Source: an optimization exercise on an open RTL-to-GDS flow (aim: small area, a short achievable clock period and few clock cycles per item). Production flows keep margins and buffers that such runs may drop.
At most, simulation tests tie the RTL to the original design; equivalence was not proved.
Power figures rest on the tool's default switching activity, not on a simulated workload.

run 1:
==> module og_shamt, before the edit <==
module og_shamt (
    input  wire [10:0] e,
    input  wire [10:0] f,
    output wire [5:0]  sh
);
    wire [6:0] x   = {1'b0, ~e[5:0]} + {1'b0, f[5:0]};    
    wire [5:0] dlo = ~x[5:0];                               
    wire       brw = x[6];                                  
    wire [5:0] eh  = {1'b0, e[10:6]};
    wire [5:0] fh  = {1'b0, f[10:6]};
    wire       gt1 = (eh > fh);
    wire       gt2 = (eh > fh + 6'd1);
    wire       big = brw ? gt2 : gt1;                       
    assign sh = dlo | {6{big}};
endmodule
clock: 24.0 ns
lec_check: 0
abc_area: 1
abc_clock_period_in_ps: 12000
cap_margin: 20
core_margin: 2
core_utilization: 55
setup_slack_margin: 1.0
slew_margin: 20
synth_hierarchical: 1
standard.sh (not shown) runs the stock make flow with config.mk's settings and CLKGATE_MAP_FILE= SYNTH_SCRIPT=/design/flow/synth_recipe.tcl, a recipe that flattens the netlist after the stock synthesis.
==> flow/flow/run.sh <==
#!/bin/bash
# The standard ORFS flow (the standard.sh) with a few settings changed:
#  - timing repair aims for a larger setup margin (flow/margin.txt), so the
#    layout is optimised for a shorter achieved period;
#  - extra make settings from flow/extra.txt (one VAR=value per line).
# The clock, constraints and synthesis are the standard flow's own, unchanged.
set -euo pipefail
M=$(cat flow/margin.txt)
ARGS=()
if [[ -f flow/extra.txt ]]; then
  while IFS= read -r line; do [[ -n "$line" ]] && ARGS+=("$line"); done < flow/extra.txt
fi
# run standard.sh's make line with the changed margin and the extra settings
sed -E "s/SETUP_SLACK_MARGIN=[-0-9.]+/SETUP_SLACK_MARGIN=$M/" standard.sh > standard_mod.sh
bash standard_mod.sh "${ARGS[@]}" finish > flow_make.log 2>&1
==> flow/flow/extra.txt <==
BUFFER_PORTS_ARGS=-buffer_cell sky130_fd_sc_hd__buf_1
==> flow/flow/margin.txt <==
18
Testbench counts of run 1, summed over its fixed seeds: cycles 12,024, items 12,000.
Inputs modified between run 1 and run 2:
--- a/flow/design.v
+++ b/flow/design.v
@@ -91,15 +91,9 @@
     input  wire [10:0] f,
     output wire [5:0]  sh
 );
-    wire [6:0] x   = {1'b0, ~e[5:0]} + {1'b0, f[5:0]};    
-    wire [5:0] dlo = ~x[5:0];                               
-    wire       brw = x[6];                                  
-    wire [5:0] eh  = {1'b0, e[10:6]};
-    wire [5:0] fh  = {1'b0, f[10:6]};
-    wire       gt1 = (eh > fh);
-    wire       gt2 = (eh > fh + 6'd1);
-    wire       big = brw ? gt2 : gt1;                       
-    assign sh = dlo | {6{big}};
+    wire [10:0] d;
+    og_add_pfx #(.W(11)) u_sub (.a(e), .b(~f), .ci(1'b1), .s(d));
+    assign sh = d[5:0] | {6{|d[10:6]}};
 endmodule
 module og_add_bk #(parameter W = 57) (
     input  wire [W-1:0] a,
Run 2 vs run 1 — routed wire length climbed slightly
Looking only at synthesized area, and setting everything else aside, the lower value of run 1 and run 2 goes to run 2.
Setup slack: run 2 less than run 1
[run 2 vs run 1] sequential power: lower in run 2
Signed area change from the synthesized netlist to the final layout (lower): run 1
Compared with run 1, run 2 shows a lower basic-gate share of the synthesized area counting and, or, nand and nor cells.
Relative to run 1, transition time of the tightest slew-check pin has gone down in run 2.
[compare] base=run 1 new=run 2: number of buffers created by CTS rose 1; area of all placed cells without fillers moved up; placed wire-length estimate after detailed placement roughly the same; switching power share of the total down 1.8 points.
Only the layout flow was run in run 2; the RTL was not checked for function there.

Another version of the RTL of og_fadd (not shown whole).
Size in the first run: roughly 270 flip-flops, about 200 I/O pins, about 24000 µm² of cells after synthesis.
// og_fadd
module og_fadd (
    input  wire        clk,
    input  wire        rst,         
    input  wire        in_valid,
    input  wire [63:0] a,
    input  wire [63:0] b,
    output reg         out_valid,
    output reg  [63:0] y,
    output reg         nf
);
==> module og_fadd, before the edit <==
module og_fadd (
    input  wire        clk,
    input  wire        rst,         
    input  wire        in_valid,
    input  wire [63:0] a,
    input  wire [63:0] b,
    output reg         out_valid,
    output reg  [63:0] y,
    output reg         nf
);
    reg        v0;
    reg [63:0] a0, b0;
    reg        swap0;           
    always @(posedge clk) begin
        if (rst) v0 <= 1'b0;
        else     v0 <= in_valid;
        a0    <= a;
        b0    <= b;
        swap0 <= (b[62:52] > a[62:52]);
    end
    wire [10:0] ea = a0[62:52];
    wire [10:0] eb = b0[62:52];
    wire        ha = |ea;
    wire        hb = |eb;
    wire [10:0] ea1 = {ea[10:1], ea[0] | ~ha};
    wire [10:0] eb1 = {eb[10:1], eb[0] | ~hb};
    wire        swap = swap0;
    wire [10:0] xl   = swap ? eb1 : ea1;
    wire [52:0] ml   = swap ? {hb, b0[51:0]} : {ha, a0[51:0]};
    wire [52:0] ms   = swap ? {ha, a0[51:0]} : {hb, b0[51:0]};
    wire        sub  = a0[63] ^ b0[63];
    wire [10:0] dab;
    wire [10:0] dba;
    og_add_pfx #(.W(11)) u_dab (.a(ea1), .b(~eb1), .ci(1'b1), .s(dab));
    og_add_pfx #(.W(11)) u_dba (.a(eb1), .b(~ea1), .ci(1'b1), .s(dba));
    wire [5:0]  shab = dab[5:0] | {6{|dab[10:6]}};
    wire [5:0]  shba = dba[5:0] | {6{|dba[10:6]}};
    wire [5:0]  sh   = swap ? shba : shab;
    wire        ee  = (ea == eb);
    wire        sgt = ee & (b0[51:0] > a0[51:0]);    
    wire        rev = sub & sgt;
    wire        eq  = ee & (b0[51:0] == a0[51:0]);
    wire        sl  = (swap ? b0[63] : a0[63]) ^ rev;
    wire [55:0] x0 = {ms, 3'b000};
    wire [55:0] x1 = sh[5] ? {32'd0, x0[55:32]} : x0;
    wire        t1 = sh[5] & (|x0[31:0]);
    wire [55:0] x2 = sh[4] ? {16'd0, x1[55:16]} : x1;
    wire        t2 = t1 | (sh[4] & (|x1[15:0]));
    wire [55:0] x3 = sh[3] ? {8'd0, x2[55:8]} : x2;
    wire        t3 = t2 | (sh[3] & (|x2[7:0]));
    wire [55:0] x4 = sh[2] ? {4'd0, x3[55:4]} : x3;
    wire        t4 = t3 | (sh[2] & (|x3[3:0]));
    wire [55:0] x5 = sh[1] ? {2'd0, x4[55:2]} : x4;
    wire        t5 = t4 | (sh[1] & (|x4[1:0]));
    wire [55:0] x6 = sh[0] ? {1'd0, x5[55:1]} : x5;
    wire        t6 = t5 | (sh[0] & x5[0]);
    wire [55:0] al = {x6[55:1], x6[0] | t6};
    wire [56:0] s1;
    og_add_pfx #(.W(57)) u_add (
        .a  ({1'b0, ml, 3'b000} ^ {57{rev}}),
        .b  ({1'b0, al} ^ {57{sub & ~rev}}),
        .ci (sub),
        .s  (s1)
    );
    wire sg1 = sl & ~(sub & eq);
    reg        v1;
    reg [56:0] s2;
    reg [10:0] xp2;             
    reg        sg2;
    always @(posedge clk) begin
        if (rst) v1 <= 1'b0;
        else     v1 <= v0;
        s2  <= s1;
        xp2 <= xl + 11'd1;
        sg2 <= sg1;
    end
    reg [56:0] stop;
    integer j;
    always @(*) begin
        for (j = 0; j < 57; j = j + 1)
            stop[j] = (xp2 == 11'd57 - j[10:0]);
    end
    wire [5:0] lz;
    og_lzc64 u_lzc (.x({s2 | stop, 7'h7F}), .z(lz));
    wire [56:0] n1 = lz[5] ? {s2[24:0], 32'd0} : s2;
    wire [56:0] n2 = lz[4] ? {n1[40:0], 16'd0} : n1;
    wire [56:0] n3 = lz[3] ? {n2[48:0], 8'd0}  : n2;
    wire [56:0] n4 = lz[2] ? {n3[52:0], 4'd0}  : n3;
    wire [56:0] n5 = lz[1] ? {n4[54:0], 2'd0}  : n4;
    wire [56:0] n6 = lz[0] ? {n5[55:0], 1'd0}  : n5;
    wire [55:0] n  = {n6[56:2], n6[1] | n6[0]};
    wire [10:0] ex;
    og_add_pfx #(.W(11)) u_ex (.a(xp2), .b({5'h1F, ~lz}), .ci(1'b1), .s(ex));
    wire        inc = n[2] & (n[1] | n[0] | n[3]);
    wire [62:0] rounded;
    og_inc_pfx #(.W(63)) u_inc (
        .a  ({ex & {11{n[55]}}, n[54:3]}),
        .ci (inc),
        .s  (rounded)
    );
    wire nf2 = (&rounded[62:52]) | (s2[56] & (xp2 == 11'd2047));
    always @(posedge clk) begin
        if (rst) out_valid <= 1'b0;
        else     out_valid <= v1;
        y  <= {sg2, rounded};
        nf <= nf2;
    end
endmodule
==> flow/config.mk <==
export PLATFORM = sky130hd
export DESIGN_NAME = og_fadd
export DESIGN_NICKNAME = og_fadd
export VERILOG_FILES = /design/flow/design.v
export SDC_FILE = /design/flow/constraint.sdc
export NUM_CORES = 4
export LEC_CHECK = 0
export ABC_CLOCK_PERIOD_IN_PS = 12000
export CAP_MARGIN = 20
export CORE_MARGIN = 2
export CORE_UTILIZATION = 40
export SETUP_SLACK_MARGIN = 1.0
export SLEW_MARGIN = 20
==> flow/constraint.sdc <==
create_clock -name core_clock -period 24.0 [get_ports {clk}]
set_input_delay 4.8000 -clock core_clock [delete_from_list [all_inputs] [get_ports {clk}]]
set_output_delay 4.8000 -clock core_clock [all_outputs]
set_load 0.01 [all_outputs]
==> flow/flow/run.sh <==
#!/bin/bash
# The standard ORFS flow with one change: timing repair aims for a larger
# setup margin, so the layout is optimised for a shorter achieved period.
# The clock, constraints and synthesis are the standard flow's own, unchanged.
set -euo pipefail
M=$(cat flow/margin.txt)
sed -E "s/SETUP_SLACK_MARGIN=[-0-9.]+/SETUP_SLACK_MARGIN=$M/" standard.sh > standard_margin.sh
bash standard_margin.sh > flow_make.log 2>&1
Scripts as last shown in full above: flow/flow/margin.txt
Edit:
--- a/flow/design.v
+++ b/flow/design.v
@@ -95,43 +95,35 @@
     output reg         out_valid,
     output reg  [63:0] y,
     output reg         nf
 );
     reg        v0;
     reg [63:0] a0, b0;
-    reg        swap0;           
     always @(posedge clk) begin
         if (rst) v0 <= 1'b0;
         else     v0 <= in_valid;
-        a0    <= a;
-        b0    <= b;
-        swap0 <= (b[62:52] > a[62:52]);
+        a0 <= a;
+        b0 <= b;
     end
     wire [10:0] ea = a0[62:52];
     wire [10:0] eb = b0[62:52];
     wire        ha = |ea;
     wire        hb = |eb;
     wire [10:0] ea1 = {ea[10:1], ea[0] | ~ha};
     wire [10:0] eb1 = {eb[10:1], eb[0] | ~hb};
-    wire        swap = swap0;
+    wire        swap = (b0[62:0] > a0[62:0]);
+    wire        eq   = (b0[62:0] == a0[62:0]);
+    wire        sub  = a0[63] ^ b0[63];
+    wire        sl   = swap ? b0[63] : a0[63];
     wire [10:0] xl   = swap ? eb1 : ea1;
     wire [52:0] ml   = swap ? {hb, b0[51:0]} : {ha, a0[51:0]};
     wire [52:0] ms   = swap ? {ha, a0[51:0]} : {hb, b0[51:0]};
-    wire        sub  = a0[63] ^ b0[63];
-    wire [10:0] dab;
-    wire [10:0] dba;
-    og_add_pfx #(.W(11)) u_dab (.a(ea1), .b(~eb1), .ci(1'b1), .s(dab));
-    og_add_pfx #(.W(11)) u_dba (.a(eb1), .b(~ea1), .ci(1'b1), .s(dba));
-    wire [5:0]  shab = dab[5:0] | {6{|dab[10:6]}};
-    wire [5:0]  shba = dba[5:0] | {6{|dba[10:6]}};
-    wire [5:0]  sh   = swap ? shba : shab;
-    wire        ee  = (ea == eb);
-    wire        sgt = ee & (b0[51:0] > a0[51:0]);    
-    wire        rev = sub & sgt;
-    wire        eq  = ee & (b0[51:0] == a0[51:0]);
-    wire        sl  = (swap ? b0[63] : a0[63]) ^ rev;
+    wire [10:0] dab = ea1 - eb1;
+    wire [10:0] dba = eb1 - ea1;
+    wire [10:0] d   = swap ? dba : dab;
+    wire [5:0]  sh  = d[5:0] | {6{|d[10:6]}};
     wire [55:0] x0 = {ms, 3'b000};
     wire [55:0] x1 = sh[5] ? {32'd0, x0[55:32]} : x0;
     wire        t1 = sh[5] & (|x0[31:0]);
     wire [55:0] x2 = sh[4] ? {16'd0, x1[55:16]} : x1;
     wire        t2 = t1 | (sh[4] & (|x1[15:0]));
     wire [55:0] x3 = sh[3] ? {8'd0, x2[55:8]} : x2;
@@ -142,54 +134,53 @@
     wire        t5 = t4 | (sh[1] & (|x4[1:0]));
     wire [55:0] x6 = sh[0] ? {1'd0, x5[55:1]} : x5;
     wire        t6 = t5 | (sh[0] & x5[0]);
     wire [55:0] al = {x6[55:1], x6[0] | t6};
     wire [56:0] s1;
     og_add_pfx #(.W(57)) u_add (
-        .a  ({1'b0, ml, 3'b000} ^ {57{rev}}),
-        .b  ({1'b0, al} ^ {57{sub & ~rev}}),
+        .a  ({1'b0, ml, 3'b000}),
+        .b  ({sub, al ^ {56{sub}}}),
         .ci (sub),
         .s  (s1)
     );
     wire sg1 = sl & ~(sub & eq);
     reg        v1;
     reg [56:0] s2;
-    reg [10:0] xp2;             
+    reg [10:0] x2r;
     reg        sg2;
     always @(posedge clk) begin
         if (rst) v1 <= 1'b0;
         else     v1 <= v0;
         s2  <= s1;
-        xp2 <= xl + 11'd1;
+        x2r <= xl;
         sg2 <= sg1;
     end
     reg [56:0] stop;
     integer j;
     always @(*) begin
         for (j = 0; j < 57; j = j + 1)
-            stop[j] = (xp2 == 11'd57 - j[10:0]);
+            stop[j] = (x2r == 11'd56 - j[10:0]);
     end
     wire [5:0] lz;
     og_lzc64 u_lzc (.x({s2 | stop, 7'h7F}), .z(lz));
     wire [56:0] n1 = lz[5] ? {s2[24:0], 32'd0} : s2;
     wire [56:0] n2 = lz[4] ? {n1[40:0], 16'd0} : n1;
     wire [56:0] n3 = lz[3] ? {n2[48:0], 8'd0}  : n2;
     wire [56:0] n4 = lz[2] ? {n3[52:0], 4'd0}  : n3;
     wire [56:0] n5 = lz[1] ? {n4[54:0], 2'd0}  : n4;
     wire [56:0] n6 = lz[0] ? {n5[55:0], 1'd0}  : n5;
     wire [55:0] n  = {n6[56:2], n6[1] | n6[0]};
-    wire [10:0] ex;
-    og_add_pfx #(.W(11)) u_ex (.a(xp2), .b({5'h1F, ~lz}), .ci(1'b1), .s(ex));
+    wire [10:0] ex = x2r + 11'd1 - {5'd0, lz};
     wire        inc = n[2] & (n[1] | n[0] | n[3]);
     wire [62:0] rounded;
     og_inc_pfx #(.W(63)) u_inc (
         .a  ({ex & {11{n[55]}}, n[54:3]}),
         .ci (inc),
         .s  (rounded)
     );
-    wire nf2 = (&rounded[62:52]) | (s2[56] & (xp2 == 11'd2047));
+    wire nf2 = (&rounded[62:52]) | (s2[56] & (x2r == 11'd2046));
     always @(posedge clk) begin
         if (rst) out_valid <= 1'b0;
         else     out_valid <= v1;
         y  <= {sg2, rounded};
         nf <= nf2;
     end
=> Clock-buffer cell count rises by 7. Clock skew rises by 0.021 ns. Total power rises by about a fifth. Cell count rises by a few percent. Via count rises by a few percent. Core utilization rises by 3.5 points.
Testbench counts after the change, summed over its fixed seeds: cycles 12,024, items 12,000.
Only the layout flow was run in the first run of this note; the RTL was not checked for function there.

==> what the ideal ports hide <==
The flow's constraints put no driver on any port. The routed layouts listed below were extracted and timed again, unchanged, in two steps. Step 1: set_driving_cell puts a clkbuf_16 on clk and a buf_2 on each other input, an assumption about the parent block. Step 2 moves the port delays by t, midway between the first and last clock arrival at a register: inputs arrive t later, outputs are due t later. That takes back most of the time a late clock gives input paths. a / b / c = no drivers / after step 1 / after step 2; a / b = the first two.
| run | shift t [ns] | slack for setup (ns) | worst hold slack (ns) | worst setup path at the end |
|---|---|---|---|---|
| run 1 | 0.637 | 18.122 / 18.060 / 17.508 | 0.347 / 0.347 / 0.347 | input to register |
| run 2 | 0.664 | 17.947 / 17.953 / 17.303 | 0.331 / 0.331 / 0.331 | input to register |
| the first run of note 2 | 0.631 | 16.394 / 16.394 / 16.394 | 0.336 / 0.336 / 0.336 | register to register |
| the second run of note 2 | 0.655 | 16.048 / 16.048 / 16.048 | 0.328 / 0.328 / 0.328 | register to register |
After both steps setup and hold are still met in every run listed. For run 2, which loses most, drivers alone change the setup slack by +0.006 ns; drivers and shift together by -0.644 ns.
